Source: an optimization exercise on an open RTL-to-GDS flow (aim: small area). Production flows keep margins and buffers that such runs may drop. RTL that was checked went through simulation tests only; none was proved equivalent to the original. No driver is modelled on the clock port, so clocking that relies on it looks cheaper here than on a real chip.

==> run a <==
## me221_fe
module me221_fe (
    input  wire        clk,
    input  wire        rst,          
    input  wire        cmd_valid,
    input  wire [15:0] cmd,
    output reg         resp_valid,
    output reg  [17:0] resp          
);
    localparam [3:0] OP_NOP = 4'h0, OP_CK_CLR = 4'h1, OP_CK_UPD = 4'h2,
                     OP_CK_RD = 4'h3, OP_RX_RST = 4'h4, OP_RX_PUSH = 4'h5,
                     OP_RX_RD = 4'h6, OP_TX_SET = 4'h7, OP_TX_GO = 4'h8,
                     OP_TX_STEP = 4'h9, OP_TX_RD = 4'hA, OP_TX_RST = 4'hB;
    localparam [4:0] S_ZERO = 5'd0,  S_CKE = 5'd1,
                     S_RXST = 5'd2,  S_RXPUSH = 5'd3, S_RXLEN = 5'd4,
                     S_RXTYP = 5'd5, S_RXCLS = 5'd6,  S_RXCMD = 5'd7,
                     S_RXR = 5'd8,   S_RXBA = 5'd9,   S_RXRLO = 5'd10,
                     S_TXST = 5'd11, S_TXLEN = 5'd12, S_TXTYP = 5'd13,
                     S_TXCLS = 5'd14, S_TXCMD = 5'd15, S_TXBA = 5'd16,
                     S_TXPCNT = 5'd17, S_TXSTEP = 5'd18,
                     S_ILLEGAL = 5'd30, S_REFUSED = 5'd31;
    wire [3:0] op   = cmd[15:12];
    wire [3:0] sel  = cmd[11:8];
    wire [7:0] data = cmd[7:0];
    wire sel_zero  = (sel == 4'h0);
    wire data_zero = (data == 8'h00);
    reg legal;
    always @(*) begin
  ...
==> module me221_ckstep, before the edit <==
module me221_ckstep (
    input  wire [7:0] a,
    input  wire [7:0] b,
    input  wire [7:0] x,
    output wire [7:0] a_next,
    output wire [7:0] b_next
);
    wire [7:0] cs = a ^ b ^ x;
    wire [7:0] cc = (a & b) | (a & x) | (b & x);
    me221_add255 u_a (.p(a),  .q(x),              .r(a_next));
    me221_add255 u_b (.p(cs), .q({cc[6:0], cc[7]}), .r(b_next));
endmodule
==> module me221_add255, before the edit <==
module me221_add255 (
    input  wire [7:0] p,
    input  wire [7:0] q,
    output wire [7:0] r
);
    wire [7:0] t = p ^ q;
    wire [7:0] g = p & q;
    wire glo = g[3] | (t[3] & g[2]) | (t[3] & t[2] & g[1]) | (t[3] & t[2] & t[1] & g[0]);
    wire plo = &t[3:0];
    wire ghi = g[7] | (t[7] & g[6]) | (t[7] & t[6] & g[5]) | (t[7] & t[6] & t[5] & g[4]);
    wire phi = &t[7:4];
    wire cc  = ghi | (phi & (glo | plo));
    wire [8:0] c;
    assign c[0] = cc;
    assign c[1] = g[0] | (t[0] & c[0]);
    assign c[2] = g[1] | (t[1] & c[1]);
    assign c[3] = g[2] | (t[2] & c[2]);
    assign c[4] = glo | (plo & cc);
    assign c[5] = g[4] | (t[4] & c[4]);
    assign c[6] = g[5] | (t[5] & c[5]);
    assign c[7] = g[6] | (t[6] & c[6]);
    assign c[8] = 1'b0;
    assign r = t ^ c[7:0];
endmodule
export LEC_CHECK = 0
export ABC_AREA = 1
export CAP_MARGIN = 20
export CORE_MARGIN = 2
export CORE_UTILIZATION = 55
export GPL_TIMING_DRIVEN = 0
export SLEW_MARGIN = 20
create_clock -name core_clock -period 8.0 [get_ports {clk}]
standard.sh (not shown) runs the stock make flow with config.mk's settings and CLKGATE_MAP_FILE= SYNTH_SCRIPT=/design/flow/synth_recipe.tcl, a recipe that flattens the netlist after the stock synthesis.
==> flow/flow/run.sh <==
#!/bin/bash
# Own layout flow: the standard ORFS flow (standard.sh), except for
#  - synthesis: the same script (synth_recipe.tcl), but ABC maps with the
#    area-oriented script flow/abc_area.script instead of ORFS's;
#  - clock tree: smaller clock buffers, no dummy loads;
#  - port buffers: buf_1 cells.
# Each tool's output goes to the ORFS logs under orfs/logs and to flow.log.
set -euo pipefail
here=$(pwd)
cat > my_synth.tcl <<EOF
proc abc {args} {
  set i [lsearch -exact \$args -script]
  if {\$i >= 0} { lset args [expr {\$i + 1}] $here/flow/abc_area.script }
  yosys abc {*}\$args
}
source $here/synth_recipe.tcl
EOF
CTS="-sink_clustering_enable -repair_clock_nets -dont_use_dummy_load -buf_list sky130_fd_sc_hd__clkbuf_8 -sink_clustering_size 24 -sink_clustering_max_diameter 100"
BUFP="-buffer_cell sky130_fd_sc_hd__buf_1"
sed -e "s#SYNTH_SCRIPT=[^ ]*#SYNTH_SCRIPT=$here/my_synth.tcl#" \
    -e "s#\"\${@:-finish}\"#CTS_ARGS=\"$CTS\" BUFFER_PORTS_ARGS=\"$BUFP\" \"\${@:-finish}\"#" \
    standard.sh > my_standard.sh
bash my_standard.sh > flow.log 2>&1
==> flow/flow/abc_area.script <==
strash
ifraig
scorr
dc2
strash
&get -n
&dch -f
&nf -R 1000 -E 100 -p
&put
==> inputs of run b, as changes to run a <==
--- a/flow/design.v
+++ b/flow/design.v
@@ -1,42 +1,35 @@
 module me221_ckstep (
     input  wire [7:0] a,
     input  wire [7:0] b,
     input  wire [7:0] x,
     output wire [7:0] a_next,
     output wire [7:0] b_next
 );
-    wire [7:0] cs = a ^ b ^ x;
-    wire [7:0] cc = (a & b) | (a & x) | (b & x);
-    me221_add255 u_a (.p(a),  .q(x),              .r(a_next));
-    me221_add255 u_b (.p(cs), .q({cc[6:0], cc[7]}), .r(b_next));
+    me221_add255 u_a (.p(a), .q(x),      .r(a_next));
+    me221_add255 u_b (.p(b), .q(a_next), .r(b_next));
 endmodule
 module me221_add255 (
     input  wire [7:0] p,
     input  wire [7:0] q,
     output wire [7:0] r
 );
-    wire [7:0] t = p ^ q;
-    wire [7:0] g = p & q;
-    wire glo = g[3] | (t[3] & g[2]) | (t[3] & t[2] & g[1]) | (t[3] & t[2] & t[1] & g[0]);
-    wire plo = &t[3:0];
-    wire ghi = g[7] | (t[7] & g[6]) | (t[7] & t[6] & g[5]) | (t[7] & t[6] & t[5] & g[4]);
-    wire phi = &t[7:4];
-    wire cc  = ghi | (phi & (glo | plo));
-    wire [8:0] c;
-    assign c[0] = cc;
-    assign c[1] = g[0] | (t[0] & c[0]);
-    assign c[2] = g[1] | (t[1] & c[1]);
-    assign c[3] = g[2] | (t[2] & c[2]);
-    assign c[4] = glo | (plo & cc);
-    assign c[5] = g[4] | (t[4] & c[4]);
-    assign c[6] = g[5] | (t[5] & c[5]);
-    assign c[7] = g[6] | (t[6] & c[6]);
-    assign c[8] = 1'b0;
-    assign r = t ^ c[7:0];
+    wire [8:0] k;    
+    wire [8:0] h;    
+    wire [7:0] s = p ^ q ^ k[7:0];
+    assign k[0] = 1'b0;
+    genvar i;
+    generate
+        for (i = 0; i < 8; i = i + 1) begin : g_add
+            assign k[i+1] = (p[i] & q[i]) | ((p[i] ^ q[i]) & k[i]);
+            assign h[i+1] = h[i] & s[i];
+        end
+    endgenerate
+    assign h[0] = k[8] | (&s);
+    assign r = s ^ h[7:0];
 endmodule
 module me221_cke (
     input  wire        clk,
     input  wire        ld,       
     input  wire [15:0] d,
     output reg  [15:0] ba        
 );
==> flow/run.sh (new file) <==
#!/bin/bash
# synth_recipe.tcl (not shown) runs the flow's synth.tcl, then flattens the netlist and writes it again
# the make line also repeats each setting of config.mk as NAME=value (left out here)
make -C /OpenROAD-flow-scripts/flow DESIGN_CONFIG=/design/flow/config.mk WORK_HOME=/design/flow/orfs CLKGATE_MAP_FILE= SYNTH_SCRIPT=/design/flow/synth_recipe.tcl finish
Settings changed: CORE_UTILIZATION 55 to 40, GPL_TIMING_DRIVEN 0 to unset.
removed: flow/flow/run.sh
removed: flow/flow/abc_area.script
removed: flow/standard.sh
==> inputs of run c, as changes to run a <==
--- a/flow/design.v
+++ b/flow/design.v
@@ -1,18 +1,16 @@
 module me221_ckstep (
     input  wire [7:0] a,
     input  wire [7:0] b,
     input  wire [7:0] x,
     output wire [7:0] a_next,
     output wire [7:0] b_next
 );
-    wire [7:0] cs = a ^ b ^ x;
-    wire [7:0] cc = (a & b) | (a & x) | (b & x);
-    me221_add255 u_a (.p(a),  .q(x),              .r(a_next));
-    me221_add255 u_b (.p(cs), .q({cc[6:0], cc[7]}), .r(b_next));
+    me221_add255 u_a (.p(a), .q(x),      .r(a_next));
+    me221_add255 u_b (.p(b), .q(a_next), .r(b_next));
 endmodule
 module me221_add255 (
     input  wire [7:0] p,
     input  wire [7:0] q,
     output wire [7:0] r
 );
     wire [7:0] t = p ^ q;
==> flow/run.sh (new file) <==
#!/bin/bash
# synth_recipe.tcl (not shown) runs the flow's synth.tcl, then flattens the netlist and writes it again
# the make line also repeats each setting of config.mk as NAME=value (left out here)
make -C /OpenROAD-flow-scripts/flow DESIGN_CONFIG=/design/flow/config.mk WORK_HOME=/design/flow/orfs CLKGATE_MAP_FILE= SYNTH_SCRIPT=/design/flow/synth_recipe.tcl finish
Settings changed: CORE_UTILIZATION 55 to 40, GPL_TIMING_DRIVEN 0 to unset.
removed: flow/flow/run.sh
removed: flow/flow/abc_area.script
removed: flow/standard.sh
==> inputs of run d, as changes to run a <==
--- a/flow/design.v
+++ b/flow/design.v
@@ -45,24 +45,26 @@
 endmodule
 module me221_rx (
     input  wire        clk,
     input  wire        clr,         
     input  wire        push,        
     input  wire [7:0]  xm,
     input  wire [15:0] sm,          
-    output reg  [3:0]  phase,
+    output wire [3:0]  phase,
     output reg  [15:0] len,
     output reg  [7:0]  typ,
     output reg  [7:0]  cls,
     output reg  [7:0]  cmd,
     output reg  [15:0] r,
     output reg  [15:0] ba,
     output wire [7:0]  status_lo   
 );
-    reg ovr;
+    reg [3:0] st;
+    wire ovr = st[3] & st[2];
+    assign phase = {st[3], st[2] & ~st[3], st[1] | ovr, st[0]};
     wire ph2  = (phase == 4'd2);
     wire ph3  = (phase == 4'd3);
     wire ph4  = (phase == 4'd4);
     wire ph5  = (phase == 4'd5);
     wire ph6  = (phase == 4'd6);
     wire ph7  = (phase == 4'd7);
     wire ph8  = (phase == 4'd8);
@@ -86,28 +88,34 @@
             4'd0: pn = (xm == 8'h4D) ? 4'd1 : 4'd11;
             4'd1: pn = (xm == 8'h45) ? 4'd2 : 4'd11;
             4'd6: pn = len0 ? 4'd8 : 4'd7;
             4'd7: pn = last ? 4'd8 : 4'd7;
             default: pn = phase + 4'd1;
         endcase
     end
-    wire stop = phase[3] & (phase[1] | phase[2]);    
+    wire stop = phase[3] & phase[1];                 
     wire fold = (phase[3:2] == 2'b01);               
-    wire rinc = ph7 & !clr;
+    wire r_inc  = push && ph7 && !clr;
+    wire r_xlo  = clr || (push && ph8);
+    wire r_xhi  = clr || (push && ph9);
+    wire r_hlo  = !(r_inc || r_xlo);
+    wire r_hhi  = !(r_inc || r_xhi);
+    always @(posedge clk) begin
+        r[7:0]  <= ({8{r_hlo}} & r[7:0])  | ({8{r_inc}} & pinc[7:0])  | ({8{r_xlo}} & xm);
+        r[15:8] <= ({8{r_hhi}} & r[15:8]) | ({8{r_inc}} & pinc[15:8]) | ({8{r_xhi}} & xm);
+    end
     always @(posedge clk) begin
-        if (clr || (push && !stop))        phase     <= clr ? 4'd0 : pn;
+        if (clr || push)                   st        <= clr ? 4'd0 :
+                                                        stop ? {2'b11, 1'b0, st[0]} : pn;
         if (clr || (push && ph2))          len[7:0]  <= xm;
         if (clr || (push && ph3))          len[15:8] <= xm;
         if (clr || (push && ph4))          typ       <= xm;
         if (clr || (push && ph5))          cls       <= xm;
         if (clr || (push && ph6))          cmd       <= xm;
-        if (clr || (push && (ph7 || ph8))) r[7:0]    <= rinc ? pinc[7:0]  : xm;
-        if (clr || (push && (ph7 || ph9))) r[15:8]   <= rinc ? pinc[15:8] : xm;
         if (clr || (push && fold))         ba        <= sm;
-        if (clr || (push && stop))         ovr       <= !clr;
     end
     wire typerr = (typ != 8'h00) && (typ != 8'h0F);
     wire clserr = (cls[7:4] != 4'h0) || (cls[3] && (cls[2:0] != 3'd0));
     wire cmd_in = ph7 | ph8 | ph9 | done;
     wire known  = ((cls == 8'h00) && (cmd == 8'h01 || cmd == 8'h02 || cmd == 8'h03)) ||
                   ((cls == 8'h04) && (cmd == 8'h00 || cmd == 8'h01));
     wire cmdunk = cmd_in && !known;
@@ -155,23 +163,26 @@
         case (phase)
             4'd6: pn = len0 ? 4'd8 : 4'd7;
             4'd7: pn = last ? 4'd8 : 4'd7;
             default: pn = phase + 4'd1;
         endcase
     end
     wire zero = clr | go;
+    wire p_inc  = step && ph7 && !zero;
+    wire p_hold = !(zero || (step && ph7));
+    always @(posedge clk)
+        pcnt <= ({16{p_hold}} & pcnt) | ({16{p_inc}} & pinc);
     always @(posedge clk) begin
         if (zero || step)                    phase     <= clr ? 4'd12 : go ? 4'd0 : pn;
         if (clr || (set && set_sel == 4'd1)) len[7:0]  <= xm;
         if (clr || (set && set_sel == 4'd9)) len[15:8] <= xm;
         if (clr || (set && set_sel == 4'd2)) typ       <= xm;
         if (clr || (set && set_sel == 4'd3)) cls       <= xm;
         if (clr || (set && set_sel == 4'd4)) cmd       <= xm;
         if (zero || (step && fold))          ba        <= sm;
-        if (zero || (step && ph7))           pcnt      <= zero ? 16'h0 : pinc;
     end
 endmodule
 module me221_fe (
     input  wire        clk,
     input  wire        rst,          
     input  wire        cmd_valid,
     input  wire [15:0] cmd,
@@ -179,21 +190,22 @@
     output reg  [17:0] resp          
 );
     localparam [3:0] OP_NOP = 4'h0, OP_CK_CLR = 4'h1, OP_CK_UPD = 4'h2,
                      OP_CK_RD = 4'h3, OP_RX_RST = 4'h4, OP_RX_PUSH = 4'h5,
                      OP_RX_RD = 4'h6, OP_TX_SET = 4'h7, OP_TX_GO = 4'h8,
                      OP_TX_STEP = 4'h9, OP_TX_RD = 4'hA, OP_TX_RST = 4'hB;
     localparam [4:0] S_ZERO = 5'd0,  S_CKE = 5'd1,
-                     S_RXST = 5'd2,  S_RXPUSH = 5'd3, S_RXLEN = 5'd4,
-                     S_RXTYP = 5'd5, S_RXCLS = 5'd6,  S_RXCMD = 5'd7,
-                     S_RXR = 5'd8,   S_RXBA = 5'd9,   S_RXRLO = 5'd10,
-                     S_TXST = 5'd11, S_TXLEN = 5'd12, S_TXTYP = 5'd13,
-                     S_TXCLS = 5'd14, S_TXCMD = 5'd15, S_TXBA = 5'd16,
-                     S_TXPCNT = 5'd17, S_TXSTEP = 5'd18,
-                     S_ILLEGAL = 5'd30, S_REFUSED = 5'd31;
+                     S_RXPUSH = 5'd2, S_TXSTEP = 5'd3, S_RXRLO = 5'd4,
+                     S_ILLEGAL = 5'd5, S_REFUSED = 5'd6, S_TXPAY = 5'd7,
+                     S_RXST = 5'd8,  S_RXLEN = 5'd9,  S_RXTYP = 5'd10,
+                     S_RXCLS = 5'd11, S_RXCMD = 5'd12, S_RXR = 5'd13,
+                     S_RXBA = 5'd14,
+                     S_TXST = 5'd16, S_TXLEN = 5'd17, S_TXTYP = 5'd18,
+                     S_TXCLS = 5'd19, S_TXCMD = 5'd20, S_TXBA = 5'd21,
+                     S_TXPCNT = 5'd22;
     wire [3:0] op   = cmd[15:12];
     wire [3:0] sel  = cmd[11:8];
     wire [7:0] data = cmd[7:0];
     wire sel_zero  = (sel == 4'h0);
     wire data_zero = (data == 8'h00);
     reg legal;
     always @(*) begin
@@ -261,39 +273,34 @@
         else if (refused) src_n = S_REFUSED;
         else begin
             case (op)
                 OP_CK_UPD, OP_CK_RD: src_n = S_CKE;
                 OP_RX_PUSH:          src_n = S_RXPUSH;
                 OP_RX_RD: begin
                     case (sel[2:0])
-                        3'd0: src_n = S_RXST;
-                        3'd1: src_n = S_RXLEN;
-                        3'd2: src_n = S_RXTYP;
-                        3'd3: src_n = S_RXCLS;
-                        3'd4: src_n = S_RXCMD;
                         3'd5: src_n = (rx_phase[3] & rx_phase[1]) ? S_RXR :    
                                       (rx_phase == 4'd9) ? S_RXRLO : S_ZERO;
-                        3'd6: src_n = S_RXBA;
-                        default: src_n = rx_phase[3] ? S_RXLEN : S_RXR;       
+                        3'd7: src_n = rx_phase[3] ? S_RXLEN : S_RXR;          
+                        default: src_n = {2'b01, sel[2:0]};
                     endcase
                 end
-                OP_TX_STEP:          src_n = S_TXSTEP;
-                OP_TX_RD:            src_n = {2'b00, sel[2:0]} + S_TXST;
+                OP_TX_STEP:          src_n = (tx_phase == 4'd7) ? S_TXPAY : S_TXSTEP;
+                OP_TX_RD:            src_n = {2'b10, sel[2:0]};
                 default:             src_n = S_ZERO;
             endcase
         end
     end
     reg [4:0] src;
-    reg [3:0] q;
     reg [7:0] x;
+    wire [3:0] q = x[3:0];
     always @(posedge clk) begin
         resp_valid <= cmd_valid && !rst;
         src <= src_n;
-        q   <= op[3] ? tx_phase : rx_phase;
-        x   <= data;
+        x[7:4] <= data[7:4];
+        x[3:0] <= (src_n == S_TXPAY) ? data[3:0] : op[3] ? tx_phase : rx_phase;
     end
     wire c_ck    = (src == S_CKE);
     wire c_rxst  = (src == S_RXST);
     wire c_rxpsh = (src == S_RXPUSH);
     wire c_rxlen = (src == S_RXLEN);
     wire c_rxtyp = (src == S_RXTYP);
     wire c_rxcls = (src == S_RXCLS);
@@ -312,15 +319,15 @@
     wire t_m0  = c_step && q == 4'd0;
     wire t_m1  = c_step && q == 4'd1;
     wire t_llo = c_step && q == 4'd2;
     wire t_lhi = c_step && q == 4'd3;
     wire t_typ = c_step && q == 4'd4;
     wire t_cls = c_step && q == 4'd5;
     wire t_cmd = c_step && q == 4'd6;
-    wire t_x   = c_step && q == 4'd7;
+    wire t_x   = (src == S_TXPAY);
     wire t_a   = c_step && q == 4'd8;
     wire t_b   = c_step && q[3] && q[0];
     wire tx_done = (tx_phase == 4'd10);
     wire [7:0] m_const = {1'b0, t_m0 | t_m1, 1'b0, 1'b0, t_m0, t_m0 | t_m1, 1'b0, t_m0 | t_m1};
     wire [7:0] lo =
         ({8{c_ck}}              & ck_ba[7:0])  |
         ({8{c_rxst | c_rxpsh}}  & rx_st)       |
@@ -348,10 +355,11 @@
         ({8{c_rxlen}}           & rx_len[15:8]) |
         ({8{c_rxr}}             & rx_r[15:8])   |
         ({8{c_rxba}}            & rx_ba[15:8])  |
         ({8{c_txst}}            & {4'h0, tx_phase}) |
         ({8{c_txlen}}           & tx_len[15:8]) |
         ({8{c_txba}}            & tx_ba[15:8])  |
         ({8{c_txpc}}            & tx_pcnt[15:8])|
-        ({8{c_step}}            & {4'h0, q});
+        ({8{c_step}}            & {4'h0, q}) |
+        ({8{t_x}}               & 8'h07);
     always @(*) resp = {src == S_REFUSED, src == S_ILLEGAL, hi, lo};
 endmodule
==> flow/flow/run.sh (replaced) <==
#!/bin/bash
# Own layout flow: the standard ORFS flow (standard.sh), except for
#  - synthesis: the same script (synth_recipe.tcl), but ABC maps with the
#    area-oriented script flow/abc_area.script instead of ORFS's;
#  - clock tree: the clock_tree_synthesis options in flow/cts.args
#    (smaller buffers, no dummy loads);
#  - port buffers: buf_1 cells.
# Each tool's output goes to the ORFS logs under orfs/logs and to flow.log.
set -euo pipefail
here=$(pwd)
cat > my_synth.tcl <<EOF
proc abc {args} {
  set i [lsearch -exact \$args -script]
  if {\$i >= 0} { lset args [expr {\$i + 1}] $here/flow/abc_area.script }
  yosys abc {*}\$args
}
source $here/synth_recipe.tcl
EOF
CTS="$(tr '\n' ' ' < flow/cts.args)"
BUFP="-buffer_cell sky130_fd_sc_hd__buf_1"
sed -e "s#SYNTH_SCRIPT=[^ ]*#SYNTH_SCRIPT=$here/my_synth.tcl#" \
    -e "s#\"\${@:-finish}\"#CTS_ARGS=\"$CTS\" BUFFER_PORTS_ARGS=\"$BUFP\" \"\${@:-finish}\"#" \
    standard.sh > my_standard.sh
bash my_standard.sh > flow.log 2>&1
==> flow/flow/cts.args (new file) <==
-sink_clustering_enable -repair_clock_nets -dont_use_dummy_load -buf_list sky130_fd_sc_hd__clkbuf_16 -sink_clustering_size 50 -sink_clustering_max_diameter 250
==> impl_metrics.json <==
{
  "p_sw_mw": 0.549,
  "critPathSlowestCell": "nor2_2",
  "vias": 8808,
  "globalplace.congestion": 1.05,
  "antenna_cells": 1,
  "multi_input_area_share_pct": 43.8,
  "drt-met1-wl_um": 14200,
  "outcome": "complete, no violations",
  "syn_area_per_cell_um2": 11.6,
  "synth_area_leaders": "edfxtp_1 (48%), ha_1 (6.9%), a222oi_1 (4.6%), nand2_1 (4.1%), fa_1 (3.8%)"
}
(the above is from run a)
==> impl_metrics.json <==
{
  "postLayoutCellArea_um2": 13700,
  "critPathSlowestCell": "fa_1",
  "syn_area_per_cell_um2": 8.91,
  "critPathMaxStageDelay_ns": 0.56,
  "outcome": "failed layout checks",
  "setup_violations": 24,
  "finalWorstSetupSlack_ns": -2.01,
  "dp_hpwl_um": 34100,
  "vias": 10200,
  "antenna_cells": 1,
  "drt-met1-wl_um": 17500,
  "p_sw_mw": 0.675,
  "violatedChecks": "setup timing",
  "globalplace.congestion": 0.990
}
(the above is from run b)
==> impl_metrics.json <==
{
  "globalplace.congestion": 1.03,
  "fin_setup_tns_ns": 0,
  "multi_input_area_share_pct": 39.2,
  "drt-met1-wl_um": 18300,
  "p_leak_nw": 5.86,
  "outcome": "complete, no violations",
  "p_sw_mw": 0.735,
  "critPathSlowestCell": "fa_1",
  "vias": 10100,
  "synth_area_leaders": "edfxtp_1 (44%), nand2_1 (9.8%), inv_1 (6.4%), ha_1 (6.3%), nor2_1 (5.0%)",
  "antenna_cells": 0,
  "cts-resized-gates": 1,
  "syn_area_per_cell_um2": 8.67
}
(the above is from run c)
==> impl_metrics.json <==
{
  "outcome": "complete, no violations",
  "synth.most_common_cell": "edfxtp_1",
  "grt_use_total_pct": 40.9,
  "synth.area.mux_share_pct": 1.19,
  "antenna_cells": 1,
  "synthDistinctLibCells": 54,
  "synth_area_leaders": "edfxtp_1 (40%), dfxtp_1 (9.0%), ha_1 (6.4%), a222oi_1 (3.9%), fa_1 (3.9%)",
  "drt-met1-wl_um": 14200,
  "synth-edff-count": 136,
  "fmax_ghz": 0.135,
  "multi_input_area_share_pct": 45.1,
  "setup_violations": 0,
  "rows": 49,
  "globalplace.congestion": 1.07,
  "holdWs_ns": 0.517,
  "sw_frac_of_total_pct": 27.4,
  "use_met3_pct": 11.9,
  "tightest_slew_ns": 1.17,
  "critPathSlowestCell": "nor2b_1",
  "p_sw_mw": 0.583,
  "vias": 9135
}
(the above is from run d)
The RTL of run a and run d was laid out without a check of its function.

afterwards: timing with drivers on the ports:
No port has a modelled driver above. Below, the same layouts with a new extraction and two added sets of constraints.
Step 1 (the two cells are an assumption about what drives the block):
set clk [get_ports {clk}]
set_driving_cell -lib_cell sky130_fd_sc_hd__clkbuf_16 $clk
set_driving_cell -lib_cell sky130_fd_sc_hd__buf_2 [delete_from_list [all_inputs] $clk]
Step 2 moves the port delays by t, midway between the first and last clock arrival at a register: inputs arrive t later, outputs are due t later. That takes back most of the time a late clock gives input paths.
Three values: no drivers, after step 1, after step 2; two values: the first two.
run	t (ns)	setup WS [ns]	hold slack, ns	worst setup path at the end
run a	0.512	0.680 / 0.686 / 0.174	0.704 / 0.704 / 0.704	input to register
run b	0.493	-2.008 / -1.990 / -2.484	0.541 / 0.541 / 0.541	input to register
run c	0.494	0.393 / 0.421 / -0.073	0.561 / 0.561 / 0.561	input to register
run d	0.486	0.574 / 0.603 / 0.117	0.517 / 0.517 / 0.517	input to register
With both steps, setup timing fails in run c, where it was met with ideal ports. For run a, which loses most, drivers alone change the setup slack by +0.006 ns; drivers and shift together by -0.506 ns.
